This design comes from an exercise in tuning for small area on the open sky130 flow, not from production work. The RTL was checked by simulation tests, not by an equivalence proof against the original design. Power is estimated from default activity; no workload was simulated.

==> run.sh <==
#!/bin/bash
# synth_recipe.tcl (not shown) runs the flow's synth.tcl, then flattens the netlist and writes it again
# the make line also repeats each setting of config.mk as NAME=value (left out here)
make -C /OpenROAD-flow-scripts/flow DESIGN_CONFIG=/design/flow/config.mk WORK_HOME=/design/flow/orfs CLKGATE_MAP_FILE= SYNTH_SCRIPT=/design/flow/synth_recipe.tcl finish
==> config.mk <==
export PLATFORM = sky130hd
export DESIGN_NAME = ooktx
export DESIGN_NICKNAME = ooktx
export VERILOG_FILES = /design/flow/design.v
export SDC_FILE = /design/flow/constraint.sdc
export NUM_CORES = 4
export LEC_CHECK = 0
export CAP_MARGIN = 20
export CORE_MARGIN = 2
export CORE_UTILIZATION = 40
export SLEW_MARGIN = 20
==> constraint.sdc <==
create_clock -name core_clock -period 20.0 [get_ports {clk}]
set_input_delay 4.0000 -clock core_clock [delete_from_list [all_inputs] [get_ports {clk}]]
set_output_delay 4.0000 -clock core_clock [all_outputs]
set_load 0.01 [all_outputs]
==> design.v <==
module ooktx (
    input  wire        clk,
    input  wire        rst,
    input  wire        us_tick,
    input  wire        bus_sel,
    input  wire        bus_wr,
    input  wire [4:0]  bus_addr,
    input  wire [31:0] bus_wdata,
    output reg  [31:0] bus_rdata,
    output reg         bus_err,
    output wire        ook_out
);
    localparam [1:0] PH_IDLE = 2'd0, PH_BIT = 2'd1, PH_GAP = 2'd2;
    localparam [8:0] GAP_W  = 9'd350;           
    localparam [8:0] GAP_N  = 9'd100;
    reg [1:0]  cmd_var;
    reg        cmd_act;
    reg [3:0]  cmd_unit;
    reg [7:0]  cmd_reps;
    reg [31:0] ident;
    reg        st_done, st_errbusy, st_errvar;
    reg [31:0] now;
    reg [1:0]  cv;                  
    reg        ca;                  
    reg [25:0] cid;                 
    reg        cuok;                
    reg [1:0]  cx;                  
    reg [7:0]  creps;
    reg [1:0]  ph;
    reg [7:0]  rep;
    reg [2:0]  rpl;
    reg [8:0]  k;                   
    reg [8:0]  wc;                  
    reg        pin;
    reg        dl;                  
    assign ook_out = pin;
    function [8:0] wm1(input [1:0] v);
        case (v)
            2'd0:    wm1 = 9'd249;
            2'd1:    wm1 = 9'd349;
            default: wm1 = 9'd419;
        endcase
    endfunction
    wire       lrn  = (cv == 2'd0);
    wire       hle  = cv[1];
    wire       hok  = cx[1];
    wire [2:0] hv   = cid[6:4] - 3'd2;          
    wire [2:0] uv   = cid[2:0] - 3'd1;          
    wire [3:0] hn   = hok ? (hle ? 4'd6 : 4'd4) : 4'd0;
    wire [3:0] un   = cuok ? 4'd4 : 4'd0;
    wire [5:0] nd   = lrn ? (cuok ? 6'd32 : 6'd30) : (6'd3 + hn + un);
    wire [8:0] lm1  = {nd, 3'b000} + (lrn ? 9'd53 : 9'd15);
    wire [15:0] len = (cv == 2'd3) ? 16'd0 : {7'd0, lm1 + 9'd1};
    wire       oor  = (cv != 2'd3) && !(cuok && (lrn || hok));
    function tri_digit(input [5:0] q);
        reg [5:0] j;
        begin
            j = q;
            tri_digit = 1'b0;
            if (j < hn) begin
                tri_digit = (hn - 1 - j < 3) ? hv[hn - 1 - j] : 1'b0;
            end else begin
                j = j - hn;
                if (j < un) begin
                    tri_digit = (3 - j < 3) ? uv[3 - j] : 1'b0;
                end else begin
                    j = j - un;
                    case (j)
                        6'd0: tri_digit = hle;
                        6'd1: tri_digit = !hle;
                        6'd2: tri_digit = ca;
                        default: tri_digit = 1'b0;
                    endcase
                end
            end
        end
    endfunction
    function lrn_v(input [5:0] q);
        begin
            if (q >= 6'd1 && q <= 6'd26) lrn_v = cid[26 - q];
            else case (q)
                6'd28: lrn_v = !ca;
                6'd29: lrn_v = 1'b1;
                6'd30: lrn_v = 1'b1;
                6'd31: lrn_v = cx[0];
                6'd32: lrn_v = cx[1];
                default: lrn_v = 1'b0;
            endcase
        end
    endfunction
    function fbit(input [8:0] kk);
        reg [5:0] q;
        reg [2:0] b;
        begin
            q = kk[8:3];
            b = kk[2:0];
            if (lrn) begin
                case (b)
                    3'd2: fbit = (q >= 6'd2) && (q <= nd + 6'd1) && !dl;
                    3'd3: fbit = (q >= 6'd1) && (q <= nd + 6'd1);
                    3'd4: fbit = lrn_v(q);
                    default: fbit = (kk == 9'd0);
                endcase
            end else begin
                if (q < nd)
                    fbit = (b == 3'd0) || (b == 3'd4) || ((b == 3'd5 || b == 3'd6) && tri_digit(q));
                else
                    fbit = (q == nd) && (b == 3'd0);
            end
        end
    endfunction
    wire        busy = (ph != PH_IDLE);
    reg  [31:0] t_now;
    reg  [1:0]  t_ph;
    reg  [7:0]  t_rep;
    reg  [2:0]  t_rpl;
    reg  [8:0]  t_k, t_wc;
    reg         t_pin, t_dl, t_done;
    always @* begin
        t_now  = now + {31'd0, us_tick};
        t_ph   = ph;
        t_rep  = rep;
        t_rpl  = rpl;
        t_k    = k;
        t_wc   = wc;
        t_pin  = pin;
        t_dl   = dl;
        t_done = st_done;
        if (us_tick && busy) begin
            if (wc != 9'd0) begin
                t_wc = wc - 9'd1;
            end else begin
                t_wc = wm1(cv);
                t_k  = k + 9'd1;
                if (ph == PH_BIT) begin
                    if (k == lm1) begin
                        t_k = 9'd0;
                        if (rpl == 3'd4) begin
                            t_rpl = 3'd0;
                            t_ph  = PH_GAP;
                            t_wc  = GAP_W - 9'd1;
                        end else begin
                            t_rpl = rpl + 3'd1;
                        end
                    end
                end else begin
                    if (k == GAP_N - 9'd1) begin
                        t_k = 9'd0;
                        if (rep + 8'd1 == creps) begin
                            t_ph   = PH_IDLE;
                            t_done = 1'b1;
                        end else begin
                            t_rep = rep + 8'd1;
                            t_ph  = PH_BIT;
                        end
                    end else begin
                        t_wc = GAP_W - 9'd1;
                    end
                end
                t_pin = (t_ph == PH_BIT) && fbit(t_k);
                if (t_k[2:0] == 3'd4) t_dl = lrn_v(t_k[8:3]);
            end
        end
    end
    wire t_busy = (t_ph != PH_IDLE);
    wire       legal  = (bus_addr[1:0] == 2'b00) && (bus_addr[4:2] != 3'd7);
    wire       acc_wr = !rst && bus_sel && bus_wr && legal;
    wire [2:0] reg_ix = bus_addr[4:2];
    wire       start  = acc_wr && (reg_ix == 3'd2) && bus_wdata[0];
    always @* begin
        bus_err   = !legal;
        bus_rdata = 32'd0;
        if (bus_addr[1:0] == 2'b00) begin
            case (reg_ix)
                3'd0: bus_rdata = {16'd0, cmd_reps, cmd_unit, 1'b0, cmd_act, cmd_var};
                3'd1: bus_rdata = ident;
                3'd3: bus_rdata = {24'd0, t_ph, t_pin, oor, st_errvar, st_errbusy, t_done, t_busy};
                3'd4: bus_rdata = t_now;
                3'd5: bus_rdata = len;
                3'd6: if (t_busy) bus_rdata = {t_rep, 5'd0, t_rpl, 7'd0, (t_ph == PH_BIT) ? t_k : 9'd0};
                default: bus_rdata = 32'd0;
            endcase
        end
    end
    always @(posedge clk) begin
        if (rst) begin
            cmd_var    <= 2'd0;
            cmd_act    <= 1'b0;
            cmd_unit   <= 4'd1;
            cmd_reps   <= 8'd4;
            ident      <= 32'd0;
            st_done    <= 1'b0;
            st_errbusy <= 1'b0;
            st_errvar  <= 1'b0;
            now        <= 32'd0;
            cv         <= 2'd3;
            ph         <= PH_IDLE;
            pin        <= 1'b0;
        end else begin
            now     <= t_now;
            ph      <= t_ph;
            rep     <= t_rep;
            rpl     <= t_rpl;
            k       <= t_k;
            wc      <= t_wc;
            pin     <= t_pin;
            dl      <= t_dl;
            st_done <= t_done;
            if (acc_wr) begin
                case (reg_ix)
                    3'd0: begin
                        cmd_var  <= bus_wdata[1:0];
                        cmd_act  <= bus_wdata[2];
                        cmd_unit <= bus_wdata[7:4];
                        cmd_reps <= bus_wdata[15:8];
                    end
                    3'd1: ident <= bus_wdata;
                    3'd3: begin
                        if (bus_wdata[1]) st_done    <= 1'b0;
                        if (bus_wdata[2]) st_errbusy <= 1'b0;
                        if (bus_wdata[3]) st_errvar  <= 1'b0;
                    end
                    3'd4: if (!t_busy) now <= bus_wdata;
                    default: ;
                endcase
            end
            if (start) begin
                if (t_busy) begin
                    st_errbusy <= 1'b1;
                end else if (cmd_var == 2'd3) begin
                    st_errvar <= 1'b1;
                end else begin
                    cv    <= cmd_var;
                    ca    <= cmd_act;
                    cid   <= ident[25:0];
                    creps <= cmd_reps;
                    if (cmd_var == 2'd0) begin
                        cuok <= (cmd_unit >= 4'd1) && (cmd_unit <= 4'd4);
                        cx   <= (cmd_unit >= 4'd1) && (cmd_unit <= 4'd4)
                                ? {cmd_unit[0], cmd_unit[1] ^ cmd_unit[0]} : 2'b00;
                    end else begin
                        cuok <= (ident[3:0] >= 4'd1) &&
                                (ident[3:0] <= (cmd_var == 2'd1 ? 4'd8 : 4'd4));
                        cx   <= {ident[7:4] >= 4'hA, 1'b0};
                    end
                    if (cmd_reps == 8'd0) begin
                        st_done <= 1'b1;
                    end else begin
                        st_done <= 1'b0;
                        ph      <= PH_BIT;
                        rep     <= 8'd0;
                        rpl     <= 3'd0;
                        k       <= 9'd0;
                        wc      <= wm1(cmd_var);
                        pin     <= 1'b1;
                    end
                end
            end
        end
    end
endmodule
==> flow_summary.yaml <==
critical_path:
  cp_num_buf_inv: 4
  cp_slowest_cell: "edfxtp_1"
  worstSetupEndpointType: "output pin"
  startpoint_type: "register"
  crit_required_ns: 16.00
  arrival_ns: 8.15
  critPathTopFamily: "simple AND/OR/NAND/NOR gates"
  crit_type: "register to output pin"
  cpPeakStageDelay_ns: 0.91
  crit_fanout: 25
routing:
  dr.pass1.iters: 9
  wl_per_cell_um: 20.11
  via_per_inst: 5.787
  final_antenna_net_count: 0
  route.detailed.drc: 0
  vias: 9126
  drt-initial-drc-count: 788
  drt-total-wl_um: 31720
yosys:
  synth-seq-cells: 155
  ys.flop_type: "dfxtp_1"
  syn_area_um2: 10030
  yosysWarnings: 1
  async_flop_share: 0
  yosysSeqAreaShare: 0.3772
  yosysUniqueCellTypes: 80
  synthTopCellsByArea: "edfxtp_1 (20%), dfxtp_1 (17%), ha_1 (6.6%), nand2_1 (6.2%), nor2_1 (5.3%)"
  synthCells: 1194
  synth_top_area_cell: "edfxtp_1"
  synth.top_cell.area_share: 0.2036
  avgSynthCellArea_um2: 8.401
  synth_edf_count: 68
  synth_fp_nets: 1291
timing:
  slew_viol_final: 0
  setup_viol: 0
  max_freq_ghz: 0.08230
  period_needed_ns: 12.15
  worst_slew_pin_slew_ns: 0.9926
  final-hold-violation-count: 0
  min_period_over_period: 0.6075
  setup_tns_ns: 0
  finalClockSkew_ns: 0.01376
  slew_headroom: 0.3358
  whs_ns: 0.4600
  rsz0062_at_grt: "false"
run_status:
  status: "timing/DRC/antenna clean"
global_route:
  grt_pass1_wl_um: 49720
  grt-ovfl-total: 0
  antenna_found_initial: 1
  grt_pass1_vias: 8616
  grt_max_degree: 57
  grt_usage: 0.2433
min_path:
  hp-class: "register to register"
floorplan:
  io_pins: 76
  floorplan.rows: 57
  die_h_um: 162.4
  start_util: 0.4101
  core_um2: 24460
  fp.dieArea_um2: 26360
  die_x_um: 162.4
clock_network:
  numCtsBuffers: 17
  post-cts-setup-buffers: 0
  clk_path_buf_depth: 2
  cts_resized: 0
  cts.reportedPaths.clkPinSlew_ns: 0.07
  clock-sinks: 155
  cts_tree: "yes"
  clkLatencyLatePin_ns: 0.43
  cts_max_level: 4
  cts_root_buffer: "clkbuf_16"
  holdBufCountCts: 0
pwr:
  p_per_area_nw_per_um2: 64.20
  vdd_drop_max_uv: 66.69
  power.leakage_nw: 4.202
place:
  port-buffer-count: 75
  finalWeightedCongestion: 0.9051
  dpl.hpwl_um: 23340
finish:
  nFillCells: 2393
  layout.cells.most_common: "nand2_1"
  area_growth_pct: 16.14
  final_cell_mix: "nand2_1 (166), nor2_1 (141), a21oi_1 (95), dfxtp_1 (87), clkdlybuf4s50_1 (74)"
  drive_above_1_share: 0.05511
  fin_nets: 1336
run:
  max_cap_viol_count: 0
## layer usage
| metal | vias to the layer above | global-route usage | routed length (µm) |
|---|---|---|---|
| li1 | 4392 | - | - |
| met1 | 4360 | 0.3399 | 14350 |
| met2 | 331 | 0.3971 | 14720 |
| met3 | 41 | 0.03361 | 2007 |
| met4 | 2 | 0.06476 | 621 |
| met5 | - | 0 | 11 |
## tightest hold or removal path, stage by stage, from the launching register on
cell and delay (ns):
dfxtp_1 0.31, nand2_1 0.05, a21oi_1 0.05
## worst paths after layout
kind	slack, ns	cells past startpoint	end	startpoint
max	7.85	27	bus_rdata[5]	cx[1]
min	0.46	2	ident[31]	ident[31]
max reg2reg	12.80	26	pin	cx[1]
min reg2reg	0.46	2	ident[31]	ident[31]
## per-stage QoR
stage	instances	area [µm²]	power (W)	setup WS (ns)	util
final	1577	11650	0.0007480	7.850	0.4762
after global routing	1576	11650	0.0007713	7.384	0.4761
after CTS	1576	11650	0.0007505	7.888	0.4761
after detailed placement	1544	11060	0.0004295	8.195	0.4523
after global placement	1544	11060	0.0004293	8.291	0.4522
after floorplan	1194	10030	0.0003976	10.12	-
## logic make-up after synthesis
group           share of synthesized area
simple gates                       0.2300
buf+inv                           0.04179
compound gates                     0.1933
mux                               0.03081
fa+ha+maj                         0.07010
flops                              0.3772
xor+xnor                          0.05675
## power by group
| group | total, W | internal [W] | leakage [nW] | switching [W] |
|---|---|---|---|---|
| Combinational | 0.0000838 | 0.0000327 | 2.50 | 0.0000510 |
| Clock | 0.000324 | 0.000184 | 0.291 | 0.000140 |
| Sequential | 0.000340 | 0.000334 | 1.41 | 0.00000657 |
| Total | 0.000748 | 0.000550 | 4.20 | 0.000198 |
## state kept, by name, indices dropped and copies added (netlist names), 8 cells and up
| register | cells |
|---|---|
| rep | 8 |
| creps | 8 |
| wc | 9 |
| ident | 32 |
| now | 32 |
| k | 9 |
| cmd_reps | 8 |
| cid | 26 |
## final cells by class
class	instances	area, µm²	share of cell area
Antenna cell	1	2.502	0.0002148
Clock buffer	23	511.7	0.04393
Clock inverter	9	71.32	0.006122
Inverter	47	176.4	0.01514
Multi-Input combinational cell	929	5848	0.5020
Sequential cell	155	3784	0.3248
Tap cell	324	405.4	0.03480
Timing Repair Buffer	89	850.8	0.07303
## cells in the mapped netlist (13+ instances only)
library cell and instances:
a211oi_1 27, mux2i_1 23, nor2_1 141, nor2b_1 19
xor2_1 30, inv_1 45, o21a_1 14, ha_1 53
nand3_1 30, o21ai_0 45, nor3_1 26, clkbuf_1 59
edfxtp_1 68, a21oi_1 96, xnor2_1 35, nand2b_1 13
and3_1 14, and2_1 19, nand2_1 166, dfxtp_1 87

[static timing again, ports no longer ideal]
Ports are ideal in the flow. The routed layout listed here was re-timed in OpenROAD.
Step 1 assumes that a clkbuf_16 drives the clock port and a buf_2 every other input.
Step 2 adds t to the input delays and takes it off the output delays; t is the mean of the earliest and latest rising clock arrival at the registers after step 1. Input paths then give back, and output paths get back, about the clock's delay inside the block.
Three values: no drivers, after step 1, after step 2; two values: the first two.
t, ns: 0.472
setup slack, ns: 7.850 / 7.803 / 8.110
latest minus earliest clock arrival (ns): 0.014 / 0.014
pins driven straight from the clock port: 1
After both steps this run still meets setup and hold. For this run, drivers alone change the setup slack by -0.047 ns; drivers and shift together by +0.260 ns.
